Source: an optimization exercise on an open RTL-to-GDS flow (aim: small area, a short achievable clock period and few clock cycles). Production flows keep margins and buffers that such runs may drop.
The RTL was checked by simulation tests, not by an equivalence proof against the original design.
Power and IR drop assume default switching activity.

### flow/run.sh
#!/bin/bash
# Layout: the standard ORFS flow (standard.sh), with timing-driven global
# placement weighting the most critical nets more strongly. ORFS writes each
# tool's output to its own logs (orfs/logs/...); make's output goes to
# make.log here.
set -euo pipefail
bash standard.sh finish \
  "GLOBAL_PLACEMENT_ARGS=-timing_driven_net_weight_max 5 -timing_driven_nets_percentage 5" \
  > make.log 2>&1
### standard.sh
#!/bin/bash
# synth_recipe.tcl (not shown) runs the flow's synth.tcl, then flattens the netlist and writes it again
# the make line also repeats each setting of config.mk as NAME=value (left out here)
make -C /OpenROAD-flow-scripts/flow DESIGN_CONFIG=/design/flow/config.mk WORK_HOME=/design/flow/orfs CLKGATE_MAP_FILE= SYNTH_SCRIPT=/design/flow/synth_recipe.tcl "${@:-finish}"
### config.mk
export PLATFORM = sky130hd
export DESIGN_NAME = fcodec
export DESIGN_NICKNAME = fcodec
export VERILOG_FILES = /design/flow/design.v
export SDC_FILE = /design/flow/constraint.sdc
export NUM_CORES = 8
export LEC_CHECK = 0
export CAP_MARGIN = 30
export CORE_MARGIN = 2
export CORE_UTILIZATION = 40
export CTS_CLUSTER_DIAMETER = 100
export CTS_CLUSTER_SIZE = 20
export PLACE_DENSITY = 0.5
export SETUP_SLACK_MARGIN = 5
export SLEW_MARGIN = 30
### constraint.sdc
create_clock -name core_clock -period 12.0 [get_ports {clk}]
set_input_delay 2.4000 -clock core_clock [delete_from_list [all_inputs] [get_ports {clk}]]
set_output_delay 2.4000 -clock core_clock [all_outputs]
set_load 0.01 [all_outputs]
### design.v
module fcodec (
    input  wire        clk,
    input  wire        rst,
    input  wire        bus_req,
    input  wire        bus_we,
    input  wire [1:0]  bus_size,    
    input  wire [11:0] bus_addr,
    input  wire [31:0] bus_wdata,
    output wire        bus_ready,
    output reg  [31:0] bus_rdata,
    output wire        bus_err
);
    localparam [2:0] OP_NOP = 3'd0, OP_ENCODE = 3'd1, OP_DECODE = 3'd2, OP_VERIFY = 3'd3;
    localparam [3:0] ERR_OK = 4'd0, ERR_NAR = 4'd1, ERR_TRUNC = 4'd2, ERR_ILL = 4'd3;
    localparam [2:0] TAG_NONE = 3'd0, TAG_V = 3'd1, TAG_I = 3'd2, TAG_P = 3'd3,
                     TAG_STR = 3'd4, TAG_UNK = 3'd5;
    function [7:0] sum4;
        input [31:0] w;
        sum4 = w[7:0] + w[15:8] + w[23:16] + w[31:24];
    endfunction
    function prn;
        input [7:0] b;
        prn = (b >= 8'h20) && (b <= 8'h7E);
    endfunction
    function [2:0] pc4;
        input [31:0] w;
        pc4 = {2'd0, prn(w[7:0])} + {2'd0, prn(w[15:8])} +
              {2'd0, prn(w[23:16])} + {2'd0, prn(w[31:24])};
    endfunction
    function [6:0] inc7;
        input [6:0] a;
        integer n;
        begin
            for (n = 0; n < 7; n = n + 1)
                inc7[n] = a[n] ^ (&(a | ~((7'd1 << n) - 7'd1)));
        end
    endfunction
    function lt7;
        input [6:0] a, b;
        integer n;
        reg     eq;
        begin
            lt7 = 1'b0;
            eq  = 1'b1;
            for (n = 6; n >= 0; n = n - 1) begin
                lt7 = lt7 | (eq & !a[n] & b[n]);
                eq  = eq & (a[n] == b[n]);
            end
        end
    endfunction
    function [31:0] below;
        input [31:0] w;
        input [1:0]  n;
        below = w & ((32'd1 << (8 * n)) - 32'd1);
    endfunction
    reg  [2:0]  ctrl_op;
    reg  [1:0]  ctrl_sel;
    reg  [3:0]  st_err;
    reg         st_ok;
    reg         st_present;
    reg  [2:0]  st_lastop;
    reg  [31:0] enc_hdr;
    reg  [8:0]  tx_len;
    reg  [8:0]  rx_len;
    reg  [7:0]  res_reg;
    reg  [7:0]  res_len;
    reg  [2:0]  res_tag;
    reg  [31:0] res_val;
    reg  [8:0]  disp_len;
    reg  [7:0]  csum_calc;
    reg  [7:0]  csum_recv;
    reg  [32*65-1:0] tx_buf;
    reg  [32*65-1:0] rx_buf;
    reg  [28*64-1:0] disp_buf;
    reg  [6:0]  qa_tx, qa_rx;   reg [5:0] qa_dp;
    reg  [6:0]  qa1_tx, qa1_rx; reg [5:0] qa1_dp;    
    reg  [31:0] q_tx,  q_rx;    reg [27:0] q_dp;
    reg         qv_tx, qv_rx,   qv_dp;
    reg  [6:0]  na_tx, na_rx;   reg [5:0] na_dp;    
    reg  [31:0] tx_rd, rx_rd;
    reg  [27:0] dp_rd;
    integer k;
    always @(*) begin
        tx_rd = 32'd0;
        rx_rd = 32'd0;
        dp_rd = 28'd0;
        for (k = 0; k < 65; k = k + 1) begin
            tx_rd = tx_rd | ({32{na_tx == k}} & tx_buf[32*k +: 32]);
            rx_rd = rx_rd | ({32{na_rx == k}} & rx_buf[32*k +: 32]);
        end
        for (k = 0; k < 64; k = k + 1)
            dp_rd = dp_rd | ({28{na_dp == k}} & disp_buf[28*k +: 28]);
    end
    wire [9:0] boff = bus_addr[9:0];
    wire [7:0] word = boff[9:2];
    wire [6:0] w7   = word[6:0];
    wire misaligned = (bus_size == 2'd3) ||
                      (bus_size == 2'd1 && bus_addr[0]) ||
                      (bus_size == 2'd2 && bus_addr[1:0] != 2'b00);
    wire in_buf  = (boff[9:8] == 2'b00) || (boff[9:2] == 8'h40);        
    wire in_regs = (bus_addr[11:6] == 6'd0) && (!bus_addr[5] || bus_addr[4:2] == 3'd0);
    wire in_tx   = (bus_addr[11:10] == 2'b01) && in_buf;
    wire in_rx   = (bus_addr[11:10] == 2'b10) && in_buf;
    wire in_disp = (bus_addr[11:10] == 2'b11) && (boff[9:8] == 2'b00);
    wire len_big = (|bus_wdata[31:9]) ||
                   (bus_wdata[8] && ((|bus_wdata[7:3]) || (bus_wdata[2] && (|bus_wdata[1:0]))));
    wire [3:0] reg_idx = bus_addr[5:2];
    reg  access_err;
    always @(*) begin
        access_err = 1'b0;
        if (misaligned)
            access_err = 1'b1;
        else if (in_regs) begin
            if (bus_size != 2'd2)
                access_err = 1'b1;
            else if (bus_we) begin
                case (reg_idx)
                    4'd0, 4'd2: access_err = 1'b0;
                    4'd4:       access_err = len_big;
                    default:    access_err = 1'b1;
                endcase
            end
        end else if (in_tx || in_rx)
            access_err = 1'b0;
        else if (in_disp)
            access_err = bus_we;
        else
            access_err = 1'b1;
    end
    wire acc  = bus_req && !access_err;
    wire full = (bus_size == 2'd2);
    reg [3:0] lane_mask;
    always @(*) begin
        case (bus_size)
            2'd0:    lane_mask = 4'b0001 << bus_addr[1:0];
            2'd1:    lane_mask = 4'b0011 << bus_addr[1:0];
            default: lane_mask = 4'b1111;
        endcase
    end
    wire [31:0] lane_data = bus_wdata << (8 * bus_addr[1:0]);
    wire [31:0] lmask = {{8{lane_mask[3]}}, {8{lane_mask[2]}}, {8{lane_mask[1]}}, {8{lane_mask[0]}}};
    wire       to_next   = lane_mask[3];
    wire hit_tx = qv_tx && (w7 == qa_tx);
    wire hit_rx = qv_rx && (w7 == qa_rx);
    wire hit_dp = qv_dp && (word[5:0] == qa_dp);
    wire [7:0] rx0 = rx_buf[7:0];
    wire [7:0] rx1 = rx_buf[15:8];
    wire [7:0] rx2 = rx_buf[23:16];
    wire [7:0] rx3 = rx_buf[31:24];
    wire [7:0] enc_n = enc_hdr[31:24];
    wire [7:0] enc_r = enc_hdr[23:16];
    wire gate_ok   = (rx_len > 9'd6) && (rx0 == 8'hF0) && (rx1 == 8'hA1);
    wire is_float  = (rx2 == 8'hC1) || (rx2 == 8'hC2);
    wire is_triple = (rx2 == 8'hC3);
    wire is_string = (rx2 == 8'hDE) || (rx2 == 8'hDF) || (rx2 == 8'hE0);
    wire fits      = ({1'b0, rx3} + 9'd4) <= rx_len;
    reg  [6:0] tx_tw, rx_tw;
    reg  [1:0] tx_tb, rx_tb;
    reg        chk_present, str_ok;
    reg  [6:0]  tq;  reg [7:0] ts1, tw1, tw0;  reg tvalid;
    reg  [6:0]  rq;  reg [7:0] rs1, rw1, rw0;  reg rvalid;
    reg  [6:0]  tqm1, tqp1, rqm1, rqp1;    
    reg  [8:0]  rc1; reg [2:0] rcw1, rcw0;
    reg         tk_tx, tk_rx, tk_mok;
    reg  [6:0]  tk_w;
    reg  [31:0] tk_m;
    reg         fb_busy, fb_rx, fb_done;
    reg  [7:0]  fb_s;
    reg  [8:0]  fb_c;
    reg         cp_busy, cp_flush, cp_load;
    reg         enc_pend, dec_pend;    
    reg  [7:0]  enc_s;                 
    reg  [6:0]  cp_dw;           
    reg  [1:0]  cp_sc;           
    reg  [20:0] cp_stage;
    reg  txr_one, txr_m1, txr_0, txr_p1;      
    reg  rxr_one, rxr_m1, rxr_0, rxr_p1;
    wire tx_base_ok = txr_one || (fb_done && !fb_rx) || txr_m1 || txr_0 || txr_p1;
    wire rx_base_ok = rxr_one || (fb_done &&  fb_rx) || rxr_m1 || rxr_0 || rxr_p1;
    wire [7:0] tx_base  = txr_one ? 8'd0 : (fb_done && !fb_rx) ? fb_s :
                          txr_m1 ? ts1 : txr_0 ? ts1 + tw1 : ts1 + tw1 + tw0;
    wire [7:0] rx_base  = rxr_one ? 8'd0 : (fb_done &&  fb_rx) ? fb_s :
                          rxr_m1 ? rs1 : rxr_0 ? rs1 + rw1 : rs1 + rw1 + rw0;
    wire [8:0] rx_basec = rxr_one ? 9'd0 : (fb_done &&  fb_rx) ? fb_c :
                          rxr_m1 ? rc1 : rxr_0 ? rc1 + rcw1 : rc1 + rcw1 + rcw0;
    wire [31:0] tx_part   = below(q_tx, tx_tb);
    wire [31:0] rx_part   = below(q_rx, rx_tb);
    wire [7:0]  enc_sum   = (enc_r + enc_n + tx_base) + sum4(tx_part);
    wire [7:0]  chk_sum   = (rx2 + rx3 + rx_base) + sum4(rx_part);
    wire [7:0]  chk_recv  = q_rx[8*rx_tb +: 8];
    wire [8:0]  str_cnt   = rx_basec + {6'd0, pc4(rx_part)};
    wire        ctrl_wr  = acc && bus_we && in_regs && reg_idx == 4'd0;
    wire [2:0]  w_op     = bus_wdata[2:0];
    wire [1:0]  w_sel    = bus_wdata[5:4];
    wire        w_enc    = (w_op == OP_ENCODE);
    wire        w_chk    = (w_op == OP_VERIFY) || (w_op == OP_DECODE && w_sel != 2'd3);
    wire        w_dec    = (w_op == OP_DECODE && w_sel != 2'd3);
    reg         tx_at, rx_at;       
    wire        rx_need  = chk_present || (w_op == OP_DECODE && str_ok);
    reg         enc_go, chk_base, chk_data;
    wire        chk_go   = chk_base && (!rx_need || chk_data);
    wire        cmd_go   = w_enc ? enc_go : w_chk ? chk_go : 1'b1;
    wire        fb_tx_start = !fb_busy && !fb_done && w_enc && !tk_tx && !tx_base_ok;
    wire        fb_rx_start = !fb_busy && !fb_done && w_chk && !cp_busy && !tk_rx && rx_need && !rx_base_ok;
    wire dp_avail = !cp_busy || lt7({1'b0, qa_dp}, cp_dw);
    wire r_tx    = bus_addr[11:10] == 2'b01;
    wire r_rx    = bus_addr[11:10] == 2'b10;
    wire r_dp    = bus_addr[11:10] == 2'b11;
    wire is_ctrl = bus_we && bus_size == 2'd2 && bus_addr == 12'h000;
    wire st_tx   = bus_req && !bus_we && r_tx && !hit_tx;
    wire st_rx   = bus_req && r_rx && (cp_busy || (!bus_we && !hit_rx));
    wire st_dp   = bus_req && !bus_we && r_dp && (!hit_dp || !dp_avail);
    wire st_ctrl = bus_req && is_ctrl && !cmd_go;
    wire st_enc  = bus_req && enc_pend && (r_tx || is_ctrl || bus_addr == 12'h020);
    wire stall   = st_tx || st_rx || st_dp || st_ctrl || st_enc;
    assign bus_ready = bus_req && !stall;
    assign bus_err   = access_err;
    wire done    = acc && !stall;           
    wire cmd     = done && ctrl_wr;
    wire enc_cmp = cmd && w_enc;
    wire dec_cmp = cmd && w_dec;
    wire cp_start = dec_cmp && str_ok && str_cnt != 9'd0;
    wire tx_hw   = bus_req && bus_we && in_tx && !misaligned;
    wire rx_hw   = bus_req && bus_we && in_rx && !misaligned && !cp_busy;
    wire hdr_wr  = done && bus_we && in_regs && reg_idx == 4'd2;
    wire len_wr  = done && bus_we && in_regs && reg_idx == 4'd4;
    wire [31:0] tx_merged = (q_tx & ~lmask) | (lane_data & lmask);
    wire [31:0] rx_merged = (q_rx & ~lmask) | (lane_data & lmask);
    wire        tx_mok    = full || hit_tx;
    wire        rx_mok    = full || hit_rx;
    wire [7:0]  tk_ms     = sum4(tk_m);
    wire [2:0]  tk_mc     = pc4(tk_m);
    wire [6:0] cp_last = (rx_tb == 2'd0) ? rx_tw - 7'd1 : rx_tw;   
    reg  [3:0] cp_v;
    reg  [2:0] cp_pos [0:3];
    reg  [2:0] cp_tot;
    reg  [6:0] cp_win [0:6];
    integer i, j;
    always @(*) begin
        for (j = 0; j < 4; j = j + 1)
            cp_v[j] = prn(q_rx[8*j +: 8]) &&
                      ((qa_rx < rx_tw) || (qa_rx == rx_tw && j < rx_tb));
        cp_pos[0] = {1'b0, cp_sc};
        for (j = 1; j < 4; j = j + 1)
            cp_pos[j] = cp_pos[j-1] + {2'd0, cp_v[j-1]};
        cp_tot = cp_pos[3] + {2'd0, cp_v[3]};
        for (i = 0; i < 7; i = i + 1) begin
            cp_win[i] = (i < 3 && i < cp_sc) ? cp_stage[7*(i % 3) +: 7] : 7'd0;
            for (j = 0; j < 4; j = j + 1)
                if (cp_v[j] && cp_pos[j] == i)
                    cp_win[i] = q_rx[8*j +: 7];
        end
    end
    wire cp_step  = cp_busy && !cp_flush && !cp_load;
    wire cp_wr    = (cp_step && cp_tot[2]) || (cp_busy && cp_flush);
    wire [27:0] cp_wdata = cp_flush ? {7'd0, cp_stage} :
                           {cp_win[3], cp_win[2], cp_win[1], cp_win[0]};
    always @(*) begin
        if (fb_busy && !fb_rx)
            na_tx = (qa_tx == tx_tw - 7'd1) ? tx_tw : qa_tx + 7'd1;
        else if (bus_req && r_tx)
            na_tx = !hit_tx ? w7 : to_next ? qa1_tx : qa_tx;
        else if (bus_req && bus_we && bus_addr == 12'h008)
            na_tx = {1'b0, bus_wdata[31:26]} + 7'd1;    
        else if (bus_req && is_ctrl && w_enc)
            na_tx = fb_tx_start ? 7'd1 : tx_tw;
        else if (enc_pend)
            na_tx = 7'd0;                                
        else
            na_tx = qa_tx;
        if (cp_busy)
            na_rx = cp_load ? 7'd1 : cp_flush ? qa_rx : (qa_rx == cp_last) ? 7'd0 : qa_rx + 7'd1;
        else if (fb_busy && fb_rx)
            na_rx = (qa_rx == rx_tw - 7'd1) ? rx_tw : qa_rx + 7'd1;
        else if (bus_req && r_rx)
            na_rx = !hit_rx ? w7 : to_next ? qa1_rx : qa_rx;
        else if (bus_req && bus_we && bus_addr == 12'h010)
            na_rx = rx_tw;                               
        else if (bus_req && is_ctrl && w_chk)
            na_rx = fb_rx_start ? 7'd1 : rx_tw;
        else
            na_rx = qa_rx;
        if (bus_req && !bus_we && r_dp)
            na_dp = !(hit_dp && dp_avail) ? word[5:0] : to_next ? qa1_dp : qa_dp;
        else if (dec_pend)
            na_dp = 6'd0;
        else
            na_dp = qa_dp;
    end
    wire [8:0]  dp_base = {1'b0, na_dp, 2'b00};
    wire [27:0] dp_keep = {{7{(dp_base + 9'd3) < disp_len}}, {7{(dp_base + 9'd2) < disp_len}},
                           {7{(dp_base + 9'd1) < disp_len}}, {7{ dp_base         < disp_len}}};
    wire        rx0_wr  = rx_hw && w7 == 7'd0;
    wire [7:0]  n_enc_n = rst ? 8'd0 : hdr_wr ? bus_wdata[31:24] : enc_n;
    wire [8:0]  n_rxlen = rst ? 9'd0 : len_wr ? bus_wdata[8:0] : rx_len;
    wire [7:0]  n_rx0   = (rx0_wr && lane_mask[0]) ? lane_data[7:0]   : rx0;
    wire [7:0]  n_rx1   = (rx0_wr && lane_mask[1]) ? lane_data[15:8]  : rx1;
    wire [7:0]  n_rx2   = (rx0_wr && lane_mask[2]) ? lane_data[23:16] : rx2;
    wire [7:0]  n_rx3   = (rx0_wr && lane_mask[3]) ? lane_data[31:24] : rx3;
    wire [6:0]  n_tx_tw = {1'b0, n_enc_n[7:2]} + 7'd1;
    wire [6:0]  n_rx_tw = {1'b0, n_rx3[7:2]} + 7'd1;
    reg  [6:0] tq_n, tqm1_n, tqp1_n, rq_n, rqm1_n, rqp1_n;
    reg        tvalid_n, rvalid_n;
    always @(*) begin
        tq_n = tq; tqm1_n = tqm1; tqp1_n = tqp1; tvalid_n = tvalid;
        rq_n = rq; rqm1_n = rqm1; rqp1_n = rqp1; rvalid_n = rvalid;
        if (rst) begin
            tq_n = 7'd1; tqm1_n = 7'd0; tqp1_n = 7'd2; tvalid_n = 1'b0;
            rq_n = 7'd1; rqm1_n = 7'd0; rqp1_n = 7'd2; rvalid_n = 1'b0;
        end else begin
            if (tk_tx) begin
                if (tk_w == 7'd1) begin
                    tq_n = 7'd1; tqm1_n = 7'd0; tqp1_n = 7'd2; tvalid_n = tk_mok;
                end else if (tvalid) begin
                    if (tk_w == tqm1 || tk_w == tq) begin
                        if (!tk_mok) tvalid_n = 1'b0;
                    end else if (tk_w == tqp1) begin
                        if (tk_mok) begin tq_n = tk_w; tqm1_n = tq; tqp1_n = tk_w + 7'd1; end
                    end else if (tk_w < tq)
                        tvalid_n = 1'b0;
                end
            end
            if (enc_cmp && tx_tw <= tq)
                tvalid_n = 1'b0;
            if (tk_rx) begin
                if (tk_w == 7'd1) begin
                    rq_n = 7'd1; rqm1_n = 7'd0; rqp1_n = 7'd2; rvalid_n = tk_mok;
                end else if (rvalid) begin
                    if (tk_w == rqm1 || tk_w == rq) begin
                        if (!tk_mok) rvalid_n = 1'b0;
                    end else if (tk_w == rqp1) begin
                        if (tk_mok) begin rq_n = tk_w; rqm1_n = rq; rqp1_n = tk_w + 7'd1; end
                    end else if (tk_w < rq)
                        rvalid_n = 1'b0;
                end
            end
        end
    end
    wire fb_end    = fb_busy && (fb_rx ? (qa_rx == rx_tw - 7'd1) : (qa_tx == tx_tw - 7'd1));
    wire fb_go     = !fb_busy && bus_req && is_ctrl && (fb_tx_start || fb_rx_start);
    wire fb_busy_n = !rst && (fb_busy ? !fb_end : fb_go);
    wire fb_done_n = !rst && (fb_end || (fb_done && !cmd));
    wire fb_rx_n   = !rst && (fb_go ? fb_rx_start : fb_rx);
    wire cp_busy_n = !rst && (cp_busy ? !(!cp_load && (cp_flush || (qa_rx == cp_last && cp_tot[1:0] == 2'd0)))
                                      : cp_start);
    wire tk_tx_n   = !rst && tx_hw && w7 != 7'd0;
    wire tk_rx_n   = !rst && rx_hw && w7 != 7'd0;
    wire txr_one_n = n_tx_tw == 7'd1;
    wire txr_n     = tvalid_n && (n_tx_tw == tqm1_n || n_tx_tw == tq_n || n_tx_tw == tqp1_n);
    wire rxr_one_n = n_rx_tw == 7'd1;
    wire rxr_n     = rvalid_n && (n_rx_tw == rqm1_n || n_rx_tw == rq_n || n_rx_tw == rqp1_n);
    wire tx_at_n   = !rst && !enc_cmp && !enc_pend && na_tx == n_tx_tw;
    wire rx_at_n   = !rst && na_rx == n_rx_tw;
    always @(posedge clk) begin
        enc_go   <= !fb_busy_n && !tk_tx_n && tx_at_n &&
                    (txr_one_n || (fb_done_n && !fb_rx_n) || txr_n);
        chk_base <= !fb_busy_n && !cp_busy_n;
        chk_data <= !tk_rx_n && rx_at_n &&
                    (rxr_one_n || (fb_done_n && fb_rx_n) || rxr_n);
        tq <= tq_n; tqm1 <= tqm1_n; tqp1 <= tqp1_n; tvalid <= tvalid_n;
        rq <= rq_n; rqm1 <= rqm1_n; rqp1 <= rqp1_n; rvalid <= rvalid_n;
        txr_one <= n_tx_tw == 7'd1;
        txr_m1  <= tvalid_n && n_tx_tw == tqm1_n;
        txr_0   <= tvalid_n && n_tx_tw == tq_n;
        txr_p1  <= tvalid_n && n_tx_tw == tqp1_n;
        rxr_one <= n_rx_tw == 7'd1;
        rxr_m1  <= rvalid_n && n_rx_tw == rqm1_n;
        rxr_0   <= rvalid_n && n_rx_tw == rq_n;
        rxr_p1  <= rvalid_n && n_rx_tw == rqp1_n;
        tx_at <= tx_at_n;
        rx_at <= rx_at_n;
        tx_tw <= n_tx_tw;
        tx_tb <= n_enc_n[1:0];
        rx_tw <= n_rx_tw;
        rx_tb <= n_rx3[1:0];
        chk_present <= (n_rxlen >= 9'd4) && (n_rxlen >= 9'd5 + {1'b0, n_rx3});
        str_ok      <= (n_rxlen > 9'd6) && (n_rx0 == 8'hF0) && (n_rx1 == 8'hA1) &&
                       ((n_rx2 == 8'hDE) || (n_rx2 == 8'hDF) || (n_rx2 == 8'hE0)) &&
                       (({1'b0, n_rx3} + 9'd4) <= n_rxlen);
    end
    always @(posedge clk) begin
        qa_tx <= na_tx;
        qa_rx <= na_rx;
        qa_dp <= na_dp;
        qa1_tx <= inc7(na_tx);
        qa1_rx <= inc7(na_rx);
        qa1_dp <= na_dp + 6'd1;
        q_tx  <= (tx_hw && na_tx == w7) ? ((tx_rd & ~lmask) | (lane_data & lmask)) : tx_rd;
        q_rx  <= (rx_hw && na_rx == w7) ? ((rx_rd & ~lmask) | (lane_data & lmask)) : rx_rd;
        q_dp  <= ((cp_wr && cp_dw[5:0] == na_dp) ? cp_wdata : dp_rd) & dp_keep;
        tk_w  <= w7;
        tk_mok <= in_tx ? tx_mok : rx_mok;
        tk_m  <= in_tx ? tx_merged : rx_merged;
        if (rst) begin
            ctrl_op    <= 3'd0;
            ctrl_sel   <= 2'd0;
            st_err     <= 4'd0;
            st_ok      <= 1'b0;
            st_present <= 1'b0;
            st_lastop  <= 3'd0;
            enc_hdr    <= 32'd0;
            tx_len     <= 9'd0;
            rx_len     <= 9'd0;
            res_reg    <= 8'd0;
            res_len    <= 8'd0;
            res_tag    <= TAG_NONE;
            res_val    <= 32'd0;
            disp_len   <= 9'd0;
            csum_calc  <= 8'd0;
            csum_recv  <= 8'd0;
            qv_tx <= 1'b0; qv_rx <= 1'b0; qv_dp <= 1'b0;
            ts1 <= 8'd0; tw1 <= 8'd0; tw0 <= 8'd0;
            rs1 <= 8'd0; rw1 <= 8'd0; rw0 <= 8'd0;
            rc1 <= 9'd0; rcw1 <= 3'd0; rcw0 <= 3'd0;
            tk_tx <= 1'b0; tk_rx <= 1'b0;
            fb_busy <= 1'b0; fb_rx <= 1'b0; fb_done <= 1'b0; fb_s <= 8'd0; fb_c <= 9'd0;
            enc_pend <= 1'b0; dec_pend <= 1'b0; cp_load <= 1'b0;
            cp_busy <= 1'b0; cp_flush <= 1'b0; cp_dw <= 7'd0; cp_sc <= 2'd0; cp_stage <= 21'd0;
        end else begin
            qv_tx <= !enc_cmp && !enc_pend;
            qv_rx <= 1'b1;
            qv_dp <= !dec_cmp;
            enc_pend <= enc_cmp;
            if (enc_pend)
                csum_calc <= enc_s;
            dec_pend <= dec_cmp;
            if (hdr_wr)
                enc_hdr <= bus_wdata;
            if (len_wr)
                rx_len <= bus_wdata[8:0];
            if (cmd) begin
                ctrl_op   <= w_op;
                ctrl_sel  <= w_sel;
                st_lastop <= w_op;
                fb_done   <= 1'b0;
                case (w_op)
                OP_NOP: begin
                    st_err <= ERR_OK; st_ok <= 1'b0; st_present <= 1'b0;
                end
                OP_ENCODE: begin
                    tx_len     <= {1'b0, enc_n} + 9'd5;
                    enc_s      <= enc_sum;
                    csum_recv  <= 8'd0;
                    st_err     <= ERR_OK;
                    st_ok      <= 1'b0;
                    st_present <= 1'b0;
                end
                OP_DECODE, OP_VERIFY: begin
                    if (!w_chk) begin
                        st_err <= ERR_ILL; st_ok <= 1'b0; st_present <= 1'b0;
                    end else begin
                        if (chk_present) begin
                            csum_calc  <= chk_sum;
                            csum_recv  <= chk_recv;
                            st_ok      <= (chk_sum == chk_recv);
                            st_present <= 1'b1;
                        end else begin
                            csum_calc  <= 8'd0;
                            csum_recv  <= 8'd0;
                            st_ok      <= 1'b0;
                            st_present <= 1'b0;
                        end
                        st_err <= ERR_OK;
                        if (w_op == OP_DECODE) begin
                            res_reg  <= 8'd0;
                            res_len  <= 8'd0;
                            res_tag  <= TAG_NONE;
                            res_val  <= 32'd0;
                            disp_len <= 9'd0;
                            if (!gate_ok) begin
                                st_err <= ERR_NAR;
                            end else begin
                                res_reg <= rx2;
                                res_len <= rx3;
                                if (is_float) begin
                                    if (!fits || rx3 < 8'd4)
                                        st_err <= ERR_TRUNC;
                                    else begin
                                        res_val <= rx_buf[63:32];
                                        res_tag <= (rx2 == 8'hC1) ? TAG_V : TAG_I;
                                    end
                                end else if (is_triple) begin
                                    if (!fits || rx3 < 8'd12)
                                        st_err <= ERR_TRUNC;
                                    else begin
                                        case (w_sel)
                                            2'd0:    res_val <= rx_buf[63:32];
                                            2'd1:    res_val <= rx_buf[95:64];
                                            default: res_val <= rx_buf[127:96];
                                        endcase
                                        res_tag <= TAG_V + {1'b0, w_sel};
                                    end
                                end else if (is_string) begin
                                    if (!fits)
                                        st_err <= ERR_TRUNC;
                                    else begin
                                        res_tag  <= TAG_STR;
                                        disp_len <= str_cnt;
                                    end
                                end else begin
                                    res_tag <= TAG_UNK;
                                end
                            end
                        end
                    end
                end
                default: begin
                    st_err <= ERR_ILL; st_ok <= 1'b0; st_present <= 1'b0;
                end
                endcase
            end
            tk_tx <= tx_hw && w7 != 7'd0;
            tk_rx <= rx_hw && w7 != 7'd0;
            if (tk_tx) begin
                if (tk_w == 7'd1) begin
                    ts1 <= 8'd0; tw1 <= 8'd0; tw0 <= tk_ms;
                end else if (tvalid && tk_mok) begin
                    if (tk_w == tqm1)
                        tw1 <= tk_ms;
                    else if (tk_w == tq)
                        tw0 <= tk_ms;
                    else if (tk_w == tqp1) begin
                        ts1 <= ts1 + tw1; tw1 <= tw0; tw0 <= tk_ms;
                    end
                end
            end
            if (tk_rx) begin
                if (tk_w == 7'd1) begin
                    rs1 <= 8'd0; rw1 <= 8'd0; rw0 <= tk_ms;
                    rc1 <= 9'd0; rcw1 <= 3'd0; rcw0 <= tk_mc;
                end else if (rvalid && tk_mok) begin
                    if (tk_w == rqm1) begin
                        rw1 <= tk_ms; rcw1 <= tk_mc;
                    end else if (tk_w == rq) begin
                        rw0 <= tk_ms; rcw0 <= tk_mc;
                    end else if (tk_w == rqp1) begin
                        rs1 <= rs1 + rw1; rw1 <= rw0; rw0 <= tk_ms;
                        rc1 <= rc1 + {6'd0, rcw1}; rcw1 <= rcw0; rcw0 <= tk_mc;
                    end
                end
            end
            if (fb_busy) begin
                fb_s <= fb_s + sum4(fb_rx ? q_rx : q_tx);
                fb_c <= fb_c + {6'd0, pc4(q_rx)};
                if (fb_rx ? (qa_rx == rx_tw - 7'd1) : (qa_tx == tx_tw - 7'd1)) begin
                    fb_busy <= 1'b0;
                    fb_done <= 1'b1;
                end
            end else if (bus_req && is_ctrl && (fb_tx_start || fb_rx_start)) begin
                fb_busy <= 1'b1; fb_rx <= fb_rx_start; fb_s <= 8'd0; fb_c <= 9'd0;
            end
            if (cp_busy) begin
                if (cp_wr)
                    cp_dw <= cp_dw + 7'd1;
                if (cp_load)
                    cp_load <= 1'b0;
                else if (cp_flush) begin
                    cp_flush <= 1'b0;
                    cp_busy  <= 1'b0;
                end else begin
                    cp_sc    <= cp_tot[1:0];
                    cp_stage <= cp_tot[2] ? {cp_win[6], cp_win[5], cp_win[4]}
                                          : {cp_win[2], cp_win[1], cp_win[0]};
                    if (qa_rx == cp_last) begin
                        if (cp_tot[1:0] != 2'd0)
                            cp_flush <= 1'b1;
                        else
                            cp_busy <= 1'b0;
                    end
                end
            end else if (cp_start) begin
                cp_busy  <= 1'b1;
                cp_load  <= 1'b1;
                cp_flush <= 1'b0;
                cp_dw    <= 7'd0;
                cp_sc    <= 2'd0;
            end
        end
    end
    wire [31:0] tx_ldata = enc_pend ? {4{enc_s}} : lane_data;
    genvar g, b;
    generate
        for (g = 0; g < 65; g = g + 1) begin : g_tx
            for (b = 0; b < 4; b = b + 1) begin : g_b
                wire host_we = tx_hw && w7 == g && lane_mask[b];
                if (g == 0) begin : g_hdr
                    always @(posedge clk)
                        if (host_we || enc_cmp)
                            tx_buf[32*g + 8*b +: 8] <= enc_cmp ? enc_hdr[8*b +: 8] : lane_data[8*b +: 8];
                end else begin : g_pl
                    wire enc_we = enc_pend && tx_tw == g && tx_tb == b;
                    always @(posedge clk)
                        if (host_we || enc_we)
                            tx_buf[32*g + 8*b +: 8] <= tx_ldata[8*b +: 8];
                end
            end
        end
        for (g = 0; g < 65; g = g + 1) begin : g_rx
            for (b = 0; b < 4; b = b + 1) begin : g_b
                wire host_we = rx_hw && w7 == g && lane_mask[b];
                always @(posedge clk)
                    if (host_we)
                        rx_buf[32*g + 8*b +: 8] <= lane_data[8*b +: 8];
            end
        end
        for (g = 0; g < 64; g = g + 1) begin : g_disp
            always @(posedge clk)
                if (cp_wr && cp_dw[5:0] == g)
                    disp_buf[28*g +: 28] <= cp_wdata;
        end
    endgenerate
    function [31:0] reg_val;
        input integer n;
        case (n)
            0:       reg_val = {26'd0, ctrl_sel, 1'b0, ctrl_op};
            1:       reg_val = {21'd0, st_lastop, 2'b00, st_present, st_ok, st_err};
            2:       reg_val = enc_hdr;
            3:       reg_val = {23'd0, tx_len};
            4:       reg_val = {23'd0, rx_len};
            5:       reg_val = {13'd0, res_tag, res_len, res_reg};
            6:       reg_val = res_val;
            7:       reg_val = {23'd0, disp_len};
            default: reg_val = {16'd0, csum_recv, csum_calc};
        endcase
    endfunction
    wire [31:0] dp_word = {1'b0, q_dp[27:21], 1'b0, q_dp[20:14], 1'b0, q_dp[13:7], 1'b0, q_dp[6:0]};
    wire rg = bus_addr[11:10] == 2'b00;
    wire [3:0] lsel = 4'b0001 << bus_addr[1:0];
    reg  [31:0] rd_reg, rd_buf;
    always @(*) begin
        rd_reg = 32'd0;
        for (k = 0; k < 9; k = k + 1)
            if (rg && (k == 8 ? bus_addr[5] : bus_addr[5:2] == k))
                rd_reg = rd_reg | reg_val(k);
        rd_buf = 32'd0;
        for (k = 0; k < 4; k = k + 1) begin
            if (lsel[k]) begin
                if (r_tx) rd_buf[7:0] = rd_buf[7:0] | q_tx[8*k +: 8];
                if (r_rx) rd_buf[7:0] = rd_buf[7:0] | q_rx[8*k +: 8];
                if (r_dp) rd_buf[7:0] = rd_buf[7:0] | dp_word[8*k +: 8];
            end
        end
        if (bus_size != 2'd0) begin
            if (r_tx) rd_buf[15:8] = bus_addr[1] ? q_tx[31:24] : q_tx[15:8];
            if (r_rx) rd_buf[15:8] = bus_addr[1] ? q_rx[31:24] : q_rx[15:8];
            if (r_dp) rd_buf[15:8] = bus_addr[1] ? dp_word[31:24] : dp_word[15:8];
        end
        if (bus_size == 2'd2) begin
            if (r_tx) rd_buf[31:16] = q_tx[31:16];
            if (r_rx) rd_buf[31:16] = q_rx[31:16];
            if (r_dp) rd_buf[31:16] = dp_word[31:16];
        end
        bus_rdata = rd_reg | rd_buf;
    end
endmodule
==> reports/qor.csv, run 1 <==
stage,metric,value,unit
synthesis,synthesized area per cell,14.9,um2
grt,initial antenna violation count,142,
clock_network,CTS HTree Levels,5,
synthesis,top_reg_cell synth,edfxtp_1,
synthesis,"EDFF count, synth",5928,
clock_network,cts bufs inserted,370,
status,status,no timing/DRC/antenna violations,
drt,TritonRoute pass-1 iters,12,
pwr,Power Dens Cells,154,mW/mm2
sta,fmax,136,MHz
worst_setup_path,Critical Path AT,4980,ps
layout,Layout Cells excl Fill,27200,
die,I/O pin cnt,84,
drt,DRC violations left,0,
synthesis,Synth cell types,106,
die,Initial Utilization,40.2,%
drt,Detailed Route Iter0 Violations,39200,
placed_design,DP HPWL,921,mm
sta,Setup TNS,0,ps
drt,post-route ant nets,0,
sta,final hold vios,0,
grt,busiest layer in global routing,met2,
drt,WL per Instance,51.0,um
placed_design,DP Cell Count,26100,
die,overall die height,806,um
worst_setup_path,kind of critical path,in2out,
worst_setup_path,crit start category,input port,
sta,period utilization,61.5,%
grt,Global Route met2 Usage,59.2,%
grt,GRT Overall Usage,41.3,%
grt,global-route wire length before repair,1770,mm
grt,met3 Usage GRT,15.2,%
synthesis,Synth Area in Compound Gates,13.3,%
sta,final slew viol count,0,
synthesis,Post-Synth XOR/XNOR Area,1.04,%
synthesis,largest family of logic cells by synthesized area,compound AO/OA/AOI/OAI gates,
synthesis,#FFs+latches synth,6463,
grt,vias in the first global route,172000,
layout,layout cell share with drive strength beyond 1,17.9,%
worst_setup_path,worst endpoint required time,9600,ps
sta,Slew @ Worst Pin,1170,ps
clock_network,CTS tree,built,
pwr,PnR Total Power,0.0459,W
layout,Top Registers,"tx_buf: 2080 flops, rx_buf: 2079 flops, disp_buf: 1792 flops",
synthesis,Post-Synthesis Cells,17300,
synthesis,Synth Area in Simple Gates,7.32,%
clock_network,worst skew pair latency,1140,ps
drt,vias per inst,7.09,
clock_network,CTS Buffer Depth,4,
synthesis,multiplexer area fraction after synthesis,1.31,%
sta,unrepaired setup endpoints after global routing,yes,
synthesis,post-synthesis adder-cell area fraction,1.79,%
layout,"commonest non-fill, non-tap cell in the layout",edfxtp_1,
synthesis,ys async rst share,0,%
layout,max reg flops,2080,
clock_network,Worst-path clk slew,100,ps
worst_setup_path,critical path capture point type,primary output,
sta,Tmin final,7380,ps
grt,pin count of the biggest net entering global routing,68,
sta,Slew HR,21.7,%
clock_network,Clk Tree Root Cell,clkbuf_16,
worst_setup_path,Reg2Reg Setup Slack,4810,ps
pwr,peak supply drop,0.000146,V
die,Die ar.,0.650,mm2
sta,count of final setup violators,0,
drt,Total Wirelength,1390,mm
worst_setup_path,crit path max fanout,29,
sta,final clock skew,87.1,ps
layout,fin area,0.298,mm2
min_path,Hold WC Path Type,reg2reg,
synthesis,Synth warnings,3,
drt,DR vias,193000,
layout,area growth from synthesis to layout,15.6,%
placed_design,Placed Area,0.279,mm2
layout,"Most flops, register",tx_buf,
synthesis,register area share after synthesis,73.3,%
clock_network,CTS Hold Buffers Added,0,
layout,most frequent cells in the layout,"edfxtp_1 (5928), a22oi_1 (1729), buf_4 (1331), nand2_1 (1119), nor2_1 (665)",
placed_design,Final GP Congestion,1.05,
clock_network,Clock Sinks,6463,
pwr,leak pwr,93.9,nW
run,MaxCap Viol Count,0,
placed_design,I/O Buffers,83,
grt,"Remaining Overflow, GRT",0,
layout,Nets,18600,
grt,grt met1 use,51.2,%
synthesis,Mapped Area,0.258,mm2
die,DIE WIDTH,806,um
die,row count,294,
die,Core Footprint,0.641,mm2
metal layers:
metal / part of all wire [%] / up-vias
li1: - / 71400
met5: 0.088 / -
met4: 9.4 / 78
met2: 42 / 17800
met1: 34 / 99300
met3: 14 / 4539
final timing paths:
| check | startpoint | endpoint | cells past startpoint |
|---|---|---|---|
| setup / recovery | bus_addr[5] | bus_rdata[3] | 9 |
| hold / removal | csum_recv[6] | csum_recv[6] | 2 |
| setup reg to reg | tx_tw[0] | q_tx[2] | 21 |
| hold reg to reg | csum_recv[6] | csum_recv[6] | 2 |
through the flow:
step / hold slack, ps / utilization, % / setup slack, ps
after global placement: 425 / 43.4 / 628
after floorplan: 416 / - / 5010
after global routing: 471 / 46.4 / 4860
final: 460 / 46.4 / 4620
after CTS: 453 / 46.0 / 4760
after detailed placement: 441 / 43.6 / 1230
logic make-up after synthesis:
kind of cell	Yosys count
flip-flops	6463
AO/OA/AOI/OAI	4637
AND/OR/NAND/NOR	3983
buffers and inverters	1297
multiplexers	310
XOR/XNOR	307
adder cells (fa/ha/maj)	302
other	1
repair_timing:
action / 4_1_cts / 5_1_grt
endpoints found under the setup margin: 1859 / 1019
gates cloned: 5 / 3
pin swaps: 175 / 108
buffers inserted: 284 / 77
gates resized for setup: 688 / 277
final cells by class:
cell class	instances	area (um2)
Fill cell	56300	344000
Tap cell	8584	10700
Sequential cell	6463	189000
Inverter	279	1180
Antenna cell	107	268
Clock inverter	46	618
Timing Repair Buffer	1638	14600
Multi-Input combinational cell	9542	71300
Clock buffer	586	10200
cells in the mapped netlist, drive strengths merged (20+ instances only):
master / n / area share (%)
xor2: 107 / 0.36
fa: 112 / 0.87
dfxtp: 535 / 4.2
and3: 98 / 0.24
and4: 31 / 0.11
buf: 198 / 0.35
o31ai: 20 / 0.066
clkbuf: 820 / 1.2
a32oi: 59 / 0.20
a31oi: 115 / 0.28
a22o: 523 / 1.8
a21o: 29 / 0.085
o211a: 20 / 0.078
a2111oi: 55 / 0.19
o21a: 22 / 0.064
nand4: 375 / 0.91
a211oi: 91 / 0.27
nor2: 1026 / 1.5
a21oi: 481 / 0.93
nand2: 1183 / 1.7
or4: 33 / 0.096
ha: 189 / 0.92
a22oi: 1749 / 5.1
nand3: 463 / 0.90
edfxtp: 5928 / 69
nor2b: 51 / 0.12
a221o: 27 / 0.10
o22ai: 309 / 0.75
a222oi: 58 / 0.23
mux2: 90 / 0.39
a221oi: 485 / 1.6
or2: 21 / 0.051
a211o: 24 / 0.082
o21ai: 337 / 0.65
nor3: 337 / 0.68
nand2b: 50 / 0.12
nor4: 138 / 0.36
and2: 58 / 0.14
xnor2: 200 / 0.68
mux2i: 209 / 0.82
o211ai: 70 / 0.20
or3: 39 / 0.095
inv: 270 / 0.39
o2bb2ai: 27 / 0.092
critical path, cell delays in order:
cell        delay [ps]
buf_16             110
buf_12             150
clkinvlp_4         120
nand2_4            120
nor3_4              80
buf_12             180
a222oi_1           590
nand4_1            760
buf_2              390
where the power goes:
| group | internal, W | switching [W] | total, W |
|---|---|---|---|
| Clock | 0.00596 | 0.00793 | 0.0139 |
| Combinational | 0.00176 | 0.00489 | 0.00665 |
| Sequential | 0.0249 | 0.000442 | 0.0253 |
| Total | 0.0326 | 0.0133 | 0.0459 |
Testbench counts, summed over its fixed seeds: cycles 138,024.
==> run 2, diff against run 1 <==
--- a/design.v
+++ b/design.v
@@ -166,4 +166,5 @@
     reg  [31:0] tk_m;
     reg         fb_busy, fb_rx, fb_done;
+    reg         fb_first;        
     reg  [7:0]  fb_s;
     reg  [8:0]  fb_c;
@@ -225,11 +226,19 @@
     wire hdr_wr  = done && bus_we && in_regs && reg_idx == 4'd2;
     wire len_wr  = done && bus_we && in_regs && reg_idx == 4'd4;
-    wire [31:0] tx_merged = (q_tx & ~lmask) | (lane_data & lmask);
-    wire [31:0] rx_merged = (q_rx & ~lmask) | (lane_data & lmask);
-    wire        tx_mok    = full || hit_tx;
-    wire        rx_mok    = full || hit_rx;
+    wire        tx_same   = tk_tx && tk_w == w7;
+    wire        rx_same   = tk_rx && tk_w == w7;
+    wire [31:0] tx_old    = tx_same ? tk_m : q_tx;
+    wire [31:0] rx_old    = rx_same ? tk_m : q_rx;
+    wire [31:0] tx_merged = (tx_old & ~lmask) | (lane_data & lmask);
+    wire [31:0] rx_merged = (rx_old & ~lmask) | (lane_data & lmask);
+    wire        tx_mok    = full || (tx_same ? tk_mok : hit_tx);
+    wire        rx_mok    = full || (rx_same ? tk_mok : hit_rx);
+    wire        tx_stale  = tx_hw && na_tx == w7;
+    wire        rx_stale  = rx_hw && na_rx == w7;
     wire [7:0]  tk_ms     = sum4(tk_m);
     wire [2:0]  tk_mc     = pc4(tk_m);
-    wire [6:0] cp_last = (rx_tb == 2'd0) ? rx_tw - 7'd1 : rx_tw;   
+    wire [6:0] tx_twm1 = {1'b0, enc_n[7:2]};                      
+    wire [6:0] rx_twm1 = {1'b0, rx3[7:2]};
+    wire [6:0] cp_last = (rx_tb == 2'd0) ? rx_twm1 : rx_tw;        
     reg  [3:0] cp_v;
     reg  [2:0] cp_pos [0:3];
@@ -258,11 +267,11 @@
     always @(*) begin
         if (fb_busy && !fb_rx)
-            na_tx = (qa_tx == tx_tw - 7'd1) ? tx_tw : qa_tx + 7'd1;
+            na_tx = fb_first ? 7'd1 : (qa_tx == tx_twm1) ? tx_tw : qa_tx + 7'd1;
         else if (bus_req && r_tx)
             na_tx = !hit_tx ? w7 : to_next ? qa1_tx : qa_tx;
         else if (bus_req && bus_we && bus_addr == 12'h008)
             na_tx = {1'b0, bus_wdata[31:26]} + 7'd1;    
-        else if (bus_req && is_ctrl && w_enc)
-            na_tx = fb_tx_start ? 7'd1 : tx_tw;
+        else if (bus_req && is_ctrl)
+            na_tx = tx_tw;                               
         else if (enc_pend)
             na_tx = 7'd0;                                
@@ -272,11 +281,11 @@
             na_rx = cp_load ? 7'd1 : cp_flush ? qa_rx : (qa_rx == cp_last) ? 7'd0 : qa_rx + 7'd1;
         else if (fb_busy && fb_rx)
-            na_rx = (qa_rx == rx_tw - 7'd1) ? rx_tw : qa_rx + 7'd1;
+            na_rx = fb_first ? 7'd1 : (qa_rx == rx_twm1) ? rx_tw : qa_rx + 7'd1;
         else if (bus_req && r_rx)
             na_rx = !hit_rx ? w7 : to_next ? qa1_rx : qa_rx;
         else if (bus_req && bus_we && bus_addr == 12'h010)
             na_rx = rx_tw;                               
-        else if (bus_req && is_ctrl && w_chk)
-            na_rx = fb_rx_start ? 7'd1 : rx_tw;
+        else if (bus_req && is_ctrl)
+            na_rx = rx_tw;                               
         else
             na_rx = qa_rx;
@@ -337,5 +346,5 @@
         end
     end
-    wire fb_end    = fb_busy && (fb_rx ? (qa_rx == rx_tw - 7'd1) : (qa_tx == tx_tw - 7'd1));
+    wire fb_end    = fb_busy && !fb_first && (fb_rx ? (qa_rx == rx_twm1) : (qa_tx == tx_twm1));
     wire fb_go     = !fb_busy && bus_req && is_ctrl && (fb_tx_start || fb_rx_start);
     wire fb_busy_n = !rst && (fb_busy ? !fb_end : fb_go);
@@ -350,6 +359,6 @@
     wire rxr_one_n = n_rx_tw == 7'd1;
     wire rxr_n     = rvalid_n && (n_rx_tw == rqm1_n || n_rx_tw == rq_n || n_rx_tw == rqp1_n);
-    wire tx_at_n   = !rst && !enc_cmp && !enc_pend && na_tx == n_tx_tw;
-    wire rx_at_n   = !rst && na_rx == n_rx_tw;
+    wire tx_at_n   = !rst && !enc_cmp && !enc_pend && !tx_stale && na_tx == n_tx_tw;
+    wire rx_at_n   = !rst && !rx_stale && na_rx == n_rx_tw;
     always @(posedge clk) begin
         enc_go   <= !fb_busy_n && !tk_tx_n && tx_at_n &&
@@ -386,6 +395,6 @@
         qa1_rx <= inc7(na_rx);
         qa1_dp <= na_dp + 6'd1;
-        q_tx  <= (tx_hw && na_tx == w7) ? ((tx_rd & ~lmask) | (lane_data & lmask)) : tx_rd;
-        q_rx  <= (rx_hw && na_rx == w7) ? ((rx_rd & ~lmask) | (lane_data & lmask)) : rx_rd;
+        q_tx  <= tx_rd;
+        q_rx  <= rx_rd;
         q_dp  <= ((cp_wr && cp_dw[5:0] == na_dp) ? cp_wdata : dp_rd) & dp_keep;
         tk_w  <= w7;
@@ -414,10 +423,10 @@
             rc1 <= 9'd0; rcw1 <= 3'd0; rcw0 <= 3'd0;
             tk_tx <= 1'b0; tk_rx <= 1'b0;
-            fb_busy <= 1'b0; fb_rx <= 1'b0; fb_done <= 1'b0; fb_s <= 8'd0; fb_c <= 9'd0;
+            fb_busy <= 1'b0; fb_first <= 1'b0; fb_rx <= 1'b0; fb_done <= 1'b0; fb_s <= 8'd0; fb_c <= 9'd0;
             enc_pend <= 1'b0; dec_pend <= 1'b0; cp_load <= 1'b0;
             cp_busy <= 1'b0; cp_flush <= 1'b0; cp_dw <= 7'd0; cp_sc <= 2'd0; cp_stage <= 21'd0;
         end else begin
-            qv_tx <= !enc_cmp && !enc_pend;
-            qv_rx <= 1'b1;
+            qv_tx <= !enc_cmp && !enc_pend && !tx_stale;
+            qv_rx <= !rx_stale;
             qv_dp <= !dec_cmp;
             enc_pend <= enc_cmp;
@@ -541,12 +550,15 @@
             end
             if (fb_busy) begin
-                fb_s <= fb_s + sum4(fb_rx ? q_rx : q_tx);
-                fb_c <= fb_c + {6'd0, pc4(q_rx)};
-                if (fb_rx ? (qa_rx == rx_tw - 7'd1) : (qa_tx == tx_tw - 7'd1)) begin
+                fb_first <= 1'b0;
+                if (!fb_first) begin
+                    fb_s <= fb_s + sum4(fb_rx ? q_rx : q_tx);
+                    fb_c <= fb_c + {6'd0, pc4(q_rx)};
+                end
+                if (fb_end) begin
                     fb_busy <= 1'b0;
                     fb_done <= 1'b1;
                 end
-            end else if (bus_req && is_ctrl && (fb_tx_start || fb_rx_start)) begin
-                fb_busy <= 1'b1; fb_rx <= fb_rx_start; fb_s <= 8'd0; fb_c <= 9'd0;
+            end else if (fb_go) begin
+                fb_busy <= 1'b1; fb_first <= 1'b1; fb_rx <= fb_rx_start; fb_s <= 8'd0; fb_c <= 9'd0;
             end
             if (cp_busy) begin
==> run 2 against run 1 <==
  * Routed wire length fell by 4.4%
  * Cell area fell by 1.6%
  * Non-clock buffer count fell by 131
  * Via count fell by 2.3%
  * Clock power barely moved
  * Worst hold slack improved by 4.1 ps
  * Global-route usage fell by 1.6 points
  * Register-to-register slack improved by 210 ps
  * Die area fell by 0.76%
  * Flip-flop and latch count rose by 1
  * Sequential power rose by 2%
==> reports/qor.csv, run 2 <==
stage,metric,value,unit
synthesis,"EDFF count, synth",5960,
clock_network,Clk Tree Root Cell,clkbuf_16,
layout,max reg flops,2080,
drt,Total Wirelength,1330,mm
synthesis,synthesized area per cell,15.1,um2
synthesis,ys async rst share,0,%
synthesis,post-synthesis adder-cell area fraction,1.77,%
layout,fin area,0.293,mm2
worst_setup_path,crit path max fanout,13,
grt,global-route wire length before repair,1700,mm
grt,"Remaining Overflow, GRT",0,
pwr,clock power share,29.6,%
clock_network,Clock Sinks,6464,
grt,initial antenna violation count,149,
drt,post-route ant nets,0,
layout,final design utilization,46.0,%
pwr,Power Dens Cells,160,mW/mm2
die,Core Footprint,0.636,mm2
sta,unrepaired setup endpoints after global routing,yes,
sta,Setup TNS,0,ps
die,row count,293,
synthesis,Post-Synth XOR/XNOR Area,1.05,%
placed_design,Placed Area,0.276,mm2
grt,vias in the first global route,166000,
sta,Slew @ Worst Pin,1160,ps
die,overall die height,803,um
synthesis,Post-Synthesis Cells,16900,
placed_design,DP HPWL,872,mm
synthesis,Synth cell types,110,
worst_setup_path,WP buf/inv,5,
synthesis,share of the synthesized area in the top cell type,70.0,%
drt,Detailed Route Iter0 Violations,41600,
pwr,switching power total,0.0138,W
drt,WL per Instance,50.1,um
grt,pin count of the biggest net entering global routing,141,
synthesis,"count leader, synth",edfxtp_1,
die,Initial Utilization,40.2,%
sta,Slew HR,22.5,%
worst_setup_path,kind of critical path,in2out,
synthesis,#FFs+latches synth,6464,
sta,count of final setup violators,0,
clock_network,CTS tree,built,
pwr,leak pwr,93.3,nW
synthesis,top_reg_cell synth,edfxtp_1,
sta,final hold vios,0,
sta,final clock skew,85.0,ps
layout,layout cell share with drive strength beyond 1,17.0,%
synthesis,register area share after synthesis,74.0,%
drt,top sig layer,met5,
pwr,Switching Fraction,29.5,%
worst_setup_path,"delay-heaviest family, CP",simple AND/OR/NAND/NOR gates,
pwr,cell-internal power,0.0330,W
placed_design,I/O Buffers,83,
drt,vias per inst,7.12,
pwr,Flop pwr share,55.4,%
worst_setup_path,worst endpoint required time,9600,ps
pwr,PnR Total Power,0.0467,W
placed_design,Final GP Congestion,1.03,
synthesis,largest family of logic cells by synthesized area,compound AO/OA/AOI/OAI gates,
layout,Top Registers,"tx_buf: 2080 flops, rx_buf: 2079 flops, disp_buf: 1792 flops",
run,MaxCap Viol Count,0,
die,I/O pin cnt,84,
layout,most frequent cells in the layout,"edfxtp_1 (5960), a22oi_1 (1700), buf_4 (1273), nand2_1 (922), nor2_1 (575)",
synthesis,Synth Area in Simple Gates,6.42,%
drt,DRC violations left,0,
synthesis,Synth area leaders,"edfxtp_1 (70%), a22oi_1 (5.1%), dfxtp_1 (3.9%), a22o_1 (1.9%), a221oi_1 (1.9%)",
layout,Nets,18000,
clock_network,CTS Buffer Depth,4,
synthesis,multiplexer area fraction after synthesis,0.897,%
worst_setup_path,crit start category,input port,
drt,routed length on met3,220,mm
die,Die ar.,0.645,mm2
synthesis,synth cell count leaders,"edfxtp_1 (5960), a22oi_1 (1719), nand2_1 (969)",
clock_network,worst skew pair latency,1150,ps
clock_network,cts bufs inserted,369,
sta,Tmin final,7310,ps
pwr,Logic pwr share,15.0,%
worst_setup_path,"slowest stage cell, crit path",nand4_1,
layout,"Most flops, register",tx_buf,
synthesis,Mapped Area,0.256,mm2
clock_network,CTS HTree Levels,5,
worst_setup_path,most frequent CP cell,buf_12,
worst_setup_path,critical path capture point type,primary output,
worst_setup_path,Max stage delay on crit path,690,ps
sta,period utilization,60.9,%
sta,final slew viol count,0,
worst_setup_path,sequence of cells on the critical path,buf_12 -> or2_4 -> buf_12 -> buf_4 -> nor3_2 -> buf_6 -> a222oi_1 -> nand4_1 -> buf_2,
synthesis,Synth Area in Compound Gates,13.8,%
layout,"commonest non-fill, non-tap cell in the layout",edfxtp_1,
synthesis,Synth area leader,edfxtp_1,
min_path,Hold WC Path Type,reg2reg,
synthesis,Synth warnings,3,
die,DIE WIDTH,803,um
drt,TritonRoute pass-1 iters,14,
status,status,no timing/DRC/antenna violations,
grt,GRT Overall Usage,39.7,%
layout,Layout Cells excl Fill,26500,
drt,DR vias,189000,
worst_setup_path,Critical Path AT,4910,ps
pwr,peak supply drop,0.000222,V
drt,DRT met1 WL,491,mm
placed_design,DP Cell Count,25400,
sta,fmax,137,MHz
drt,WL met2,527,mm
clock_network,Worst-path clk slew,90,ps
layout,area growth from synthesis to layout,14.6,%
[run 2: metal layers]
layer | track usage [%] | up-vias
met5 | 0.501 | -
met3 | 17.3 | 3258
li1 | - | 69800
met2 | 53.6 | 17600
met1 | 53.6 | 97900
met4 | 20.8 | 68
[run 2: cell type report]
type | instances | area, um2
tap | 8407 | 10500
clock buffer | 585 | 10200
fill | 56000 | 344000
inverter | 303 | 1200
timing repair buffer | 1507 | 13100
antenna | 116 | 290
clock inverter | 44 | 731
sequential | 6464 | 189000
multi-input combinational | 9062 | 67800
[run 2: worst min-delay path, stage by stage (launching register included)]
cell and delay, ps:
dfxtp_1 320, nand2_1 50, a21oi_1 50
[run 2: stage by stage]
step                      hold slack, ps  setup WS, ps
after floorplan                      425          5000
after global placement               442          1960
after detailed placement             448          2310
after CTS                            458          4800
after global routing                 475          4770
final                                464          4690
[run 2: final timing paths]
path                     start            to  slack [ps]  cells after the start
hold reg to reg   csum_recv[7]  csum_recv[7]         460                      2
setup reg to reg    rx_buf[25]      q_rx[12]        5020                     17
hold / removal    csum_recv[7]  csum_recv[7]         460                      2
setup / recovery  bus_addr[10]  bus_rdata[3]        4690                      9
[run 2: power groups by stage]
stage | sequential [W] | clock, W | combinational (W)
floorplan | 0.0261 | 0 | 0.00272
global placement | 0.0263 | 0 | 0.00625
detailed placement | 0.0263 | 0 | 0.00631
CTS | 0.0258 | 0.0138 | 0.00651
global route | 0.0258 | 0.0145 | 0.00698
finish | 0.0259 | 0.0138 | 0.00701
[run 2: logic make-up after synthesis]
family / Yosys count
DFF: 6464
AOI/OAI and AO/OA: 4789
and+or+nand+nor: 3455
buffers and inverters: 1359
xor gates and xnor gates: 307
adders and majority gates: 294
muxes: 209
other: 1
[run 2: repair_timing]
item | in CTS | in global routing
endpoints found under the setup margin | 1885 | 412
setup buffers | 207 | 72
gates cloned | 13 | 3
resized for setup | 450 | 168
pin swaps | 100 | 53
hold buffers | 0 | 0
Testbench counts of run 2, summed over its fixed seeds: cycles 138,024.
==> run 3, diff against run 2 <==
--- a/config.mk
+++ b/config.mk
@@ -9,6 +9,6 @@
 export CORE_MARGIN = 2
 export CORE_UTILIZATION = 40
-export CTS_CLUSTER_DIAMETER = 100
-export CTS_CLUSTER_SIZE = 20
+export CTS_CLUSTER_DIAMETER = 90
+export CTS_CLUSTER_SIZE = 24
 export PLACE_DENSITY = 0.5
 export SETUP_SLACK_MARGIN = 5
==> run 3 against run 2 <==
  * Still clean
  * Global-route usage is 0.063 points lower
  * Flip-flop and latch count did not move
  * Core utilization shrank 0.058 points
  * Routed wire length fell by 0.24%
  * Die area unchanged
  * Cell count decreased by 0.19%
==> reports/qor.csv, run 3 <==
stage,metric,value,unit
synthesis,Synth warnings,3,
clock_network,cts bufs inserted,336,
worst_setup_path,crit path max fanout,8,
pwr,cell-internal power,0.0327,W
sta,final hold vios,0,
die,I/O pin cnt,84,
worst_setup_path,WP buf/inv,5,
layout,most frequent cells in the layout,"edfxtp_1 (5960), a22oi_1 (1697), buf_4 (1287), nand2_1 (924), nor2_1 (574)",
worst_setup_path,"slowest stage cell, crit path",nand4_1,
pwr,Power Dens Cells,159,mW/mm2
drt,Detailed Route Iter0 Violations,41300,
drt,DRC violations left,0,
pwr,Logic pwr share,15.1,%
pwr,Flop pwr share,55.6,%
worst_setup_path,kind of critical path,in2out,
synthesis,Post-Synthesis Cells,16900,
worst_setup_path,sequence of cells on the critical path,buf_12 -> or2_4 -> buf_4 -> buf_4 -> nor3_1 -> buf_4 -> a222oi_1 -> nand4_1 -> buf_2,
sta,Slew @ Worst Pin,1210,ps
sta,Setup TNS,0,ps
sta,Slew HR,19.4,%
worst_setup_path,worst endpoint required time,9600,ps
synthesis,synthesized area per cell,15.1,um2
pwr,switching power total,0.0138,W
layout,layout cell share with drive strength beyond 1,17.2,%
die,Die ar.,0.645,mm2
status,status,no timing/DRC/antenna violations,
worst_setup_path,crit start category,input port,
placed_design,I/O Buffers,83,
layout,"Most flops, register",tx_buf,
placed_design,DP HPWL,872,mm
drt,WL per Instance,50.1,um
synthesis,Synth area leader,edfxtp_1,
die,overall die height,803,um
grt,vias in the first global route,166000,
drt,Total Wirelength,1320,mm
grt,pin count of the biggest net entering global routing,141,
die,Core Footprint,0.636,mm2
sta,fmax,136,MHz
clock_network,worst skew pair latency,1160,ps
sta,Worst Hold Margin,466,ps
worst_setup_path,critical path capture point type,primary output,
synthesis,synth cell count leaders,"edfxtp_1 (5960), a22oi_1 (1719), nand2_1 (969)",
layout,Nets,18000,
synthesis,top_reg_cell synth,edfxtp_1,
layout,area growth from synthesis to layout,14.5,%
grt,global-route wire length before repair,1690,mm
clock_network,CTS tree,built,
grt,GRT Overall Usage,39.6,%
synthesis,register area share after synthesis,74.0,%
synthesis,Mapped Area,0.256,mm2
sta,final clock skew,100,ps
sta,final slew viol count,0,
grt,initial antenna violation count,164,
drt,DR vias,189000,
run,MaxCap Viol Count,0,
clock_network,CTS HTree Levels,5,
sta,period utilization,61.2,%
clock_network,Clk Tree Root Cell,clkbuf_16,
placed_design,Final GP Congestion,1.03,
synthesis,ys async rst share,0,%
pwr,peak supply drop,0.000264,V
layout,number of fill cells in the layout,56000,
die,row count,293,
layout,final design utilization,46.0,%
clock_network,CTS Buffer Depth,4,
synthesis,Synth cell types,110,
layout,max reg flops,2080,
worst_setup_path,most frequent CP cell,buf_4,
synthesis,Synth area leaders,"edfxtp_1 (70%), a22oi_1 (5.1%), dfxtp_1 (3.9%), a22o_1 (1.9%), a221oi_1 (1.9%)",
die,DIE WIDTH,803,um
grt,"Remaining Overflow, GRT",0,
clock_network,Worst-path clk slew,110,ps
drt,TritonRoute pass-1 iters,20,
synthesis,share of the synthesized area in the top cell type,70.0,%
synthesis,#FFs+latches synth,6464,
worst_setup_path,Critical Path AT,4940,ps
drt,post-route ant nets,0,
sta,Tmin final,7340,ps
pwr,Switching Fraction,29.7,%
clock_network,Clock Sinks,6464,
drt,vias per inst,7.13,
synthesis,"EDFF count, synth",5960,
worst_setup_path,"delay-heaviest family, CP",simple AND/OR/NAND/NOR gates,
pwr,clock power share,29.3,%
layout,"commonest non-fill, non-tap cell in the layout",edfxtp_1,
die,Initial Utilization,40.2,%
synthesis,"count leader, synth",edfxtp_1,
worst_setup_path,Reg2Reg Setup Slack,4950,ps
pwr,leak pwr,93.2,nW
sta,unrepaired setup endpoints after global routing,yes,
worst_setup_path,Max stage delay on crit path,720,ps
min_path,Hold WC Path Type,reg2reg,
sta,count of final setup violators,0,
layout,Top Registers,"tx_buf: 2080 flops, rx_buf: 2079 flops, disp_buf: 1792 flops",
-- run 3: changes by cell type in the layout (fill, tap and decap cells not counted), sizes merged, moves of 7 or more --
cell,before,now
clkinv,29,54
diode,116,144
inv,311,338
clkbuf,592,446
bufinv,1,8
buf,1441,1448
-- run 3: area by class of cell --
| type | count | area [um2] | area share (%) |
|---|---|---|---|
| clock buffer | 439 | 8940 | 3.06 |
| antenna | 144 | 360 | 0.123 |
| inverter | 303 | 1190 | 0.408 |
| clock inverter | 106 | 1540 | 0.527 |
| multi-input combinational | 9061 | 67800 | 23.2 |
| sequential | 6464 | 189000 | 64.6 |
| timing repair buffer | 1514 | 13100 | 4.49 |
| tap | 8407 | 10500 | 3.60 |
-- run 3: cells by family (layout without fill, tap and decap cells) --
group	Yosys count	count (layout)	share of synthesized area, %
adders and majority gates	294	294	1.77
xor gates and xnor gates	307	307	1.05
AOI/OAI and AO/OA	4789	4789	13.8
other	1	146	0.00147
DFF	6464	6464	74.0
buffers and inverters	1359	2362	2.04
muxes	209	209	0.897
and+or+nand+nor	3455	3460	6.42
-- run 3: power groups by stage --
stage	clock network, W	registers [W]	logic [W]
5_1_grt	0.0142	0.0258	0.00698
4_1_cts	0.0135	0.0258	0.00650
3_3_place_gp	0	0.0263	0.00625
6_report	0.0136	0.0259	0.00701
2_1_floorplan	0	0.0261	0.00272
3_5_place_dp	0	0.0263	0.00631
-- run 3: path summary, 6_finish.rpt --
kind / startpoint / to / cells past startpoint
min reg2reg: csum_recv[7] / csum_recv[7] / 2
max reg2reg: qa_rx[1] / q_dp[1] / 19
max: bus_addr[10] / bus_rdata[3] / 9
min: csum_recv[7] / csum_recv[7] / 2
-- run 3: routing by layer --
metal	wire length, um	GRT usage (%)	part of all wire (%)	up-vias
li1	-	-	-	69800
met5	701	0.531	0.053	-
met1	492000	53.8	37	97700
met3	219000	17.0	17	3287
met4	86500	20.7	6.5	74
met2	526000	53.6	40	17800
-- run 3: what timing repair did --
action / 4_1_cts / 5_1_grt
buffers inserted: 199 / 87
gates cloned: 13 / 2
setup endpoints to repair: 1876 / 372
hold buffers: 0 / 0
gates resized for setup: 445 / 153
pin swaps: 92 / 61
-- run 3: worst min-delay path, stage by stage, from the launching register on --
cell	delay [ps]
dfxtp_1	330
nand2_1	50
a21oi_1	50
-- run 3: per-stage QoR --
step / worst slack (ps) / power, W / cells / instance area, um2
after floorplan: 5000 / 0.0288 / 16900 / 256000
after global placement: 1960 / 0.0326 / 25400 / 275000
after detailed placement: 2310 / 0.0326 / 25400 / 276000
after CTS: 4800 / 0.0459 / 26200 / 290000
after global routing: 4740 / 0.0470 / 26300 / 292000
final: 4660 / 0.0465 / 26400 / 293000

==> static timing again, ports no longer ideal <==
How much do the figures lean on ideal ports? The routed layouts below were timed once more, with nothing changed but the port constraints. Step 1: set_driving_cell puts a clkbuf_16 on clk and a buf_2 on each other input, an assumption about the parent block. Step 2 moves the port delays by t, midway between the first and last clock arrival at a register: inputs arrive t later, outputs are due t later. That takes back most of the time a late clock gives input paths. a / b / c = no drivers / after step 1 / after step 2; a / b = the first two.
run	t (ns)	slack for setup (ns)	worst hold slack (ns)	slew at the worst register clock pin (ns)	worst slew at a driven data input, ns
run 1	1.256	4.623 / 4.325 / 3.563	0.460 / 0.460 / 0.460	0.11 / 0.11	0.44
run 2	1.240	4.687 / 4.287 / 3.271	0.464 / 0.464 / 0.464	0.10 / 0.10	0.57
run 3	1.244	4.658 / 4.256 / 3.278	0.466 / 0.466 / 0.466	0.11 / 0.11	0.57
After both steps setup and hold are still met in every run listed. The setup slack of run 2, which loses most, moves by -0.400 ns with the drivers and by -1.416 ns with both steps.
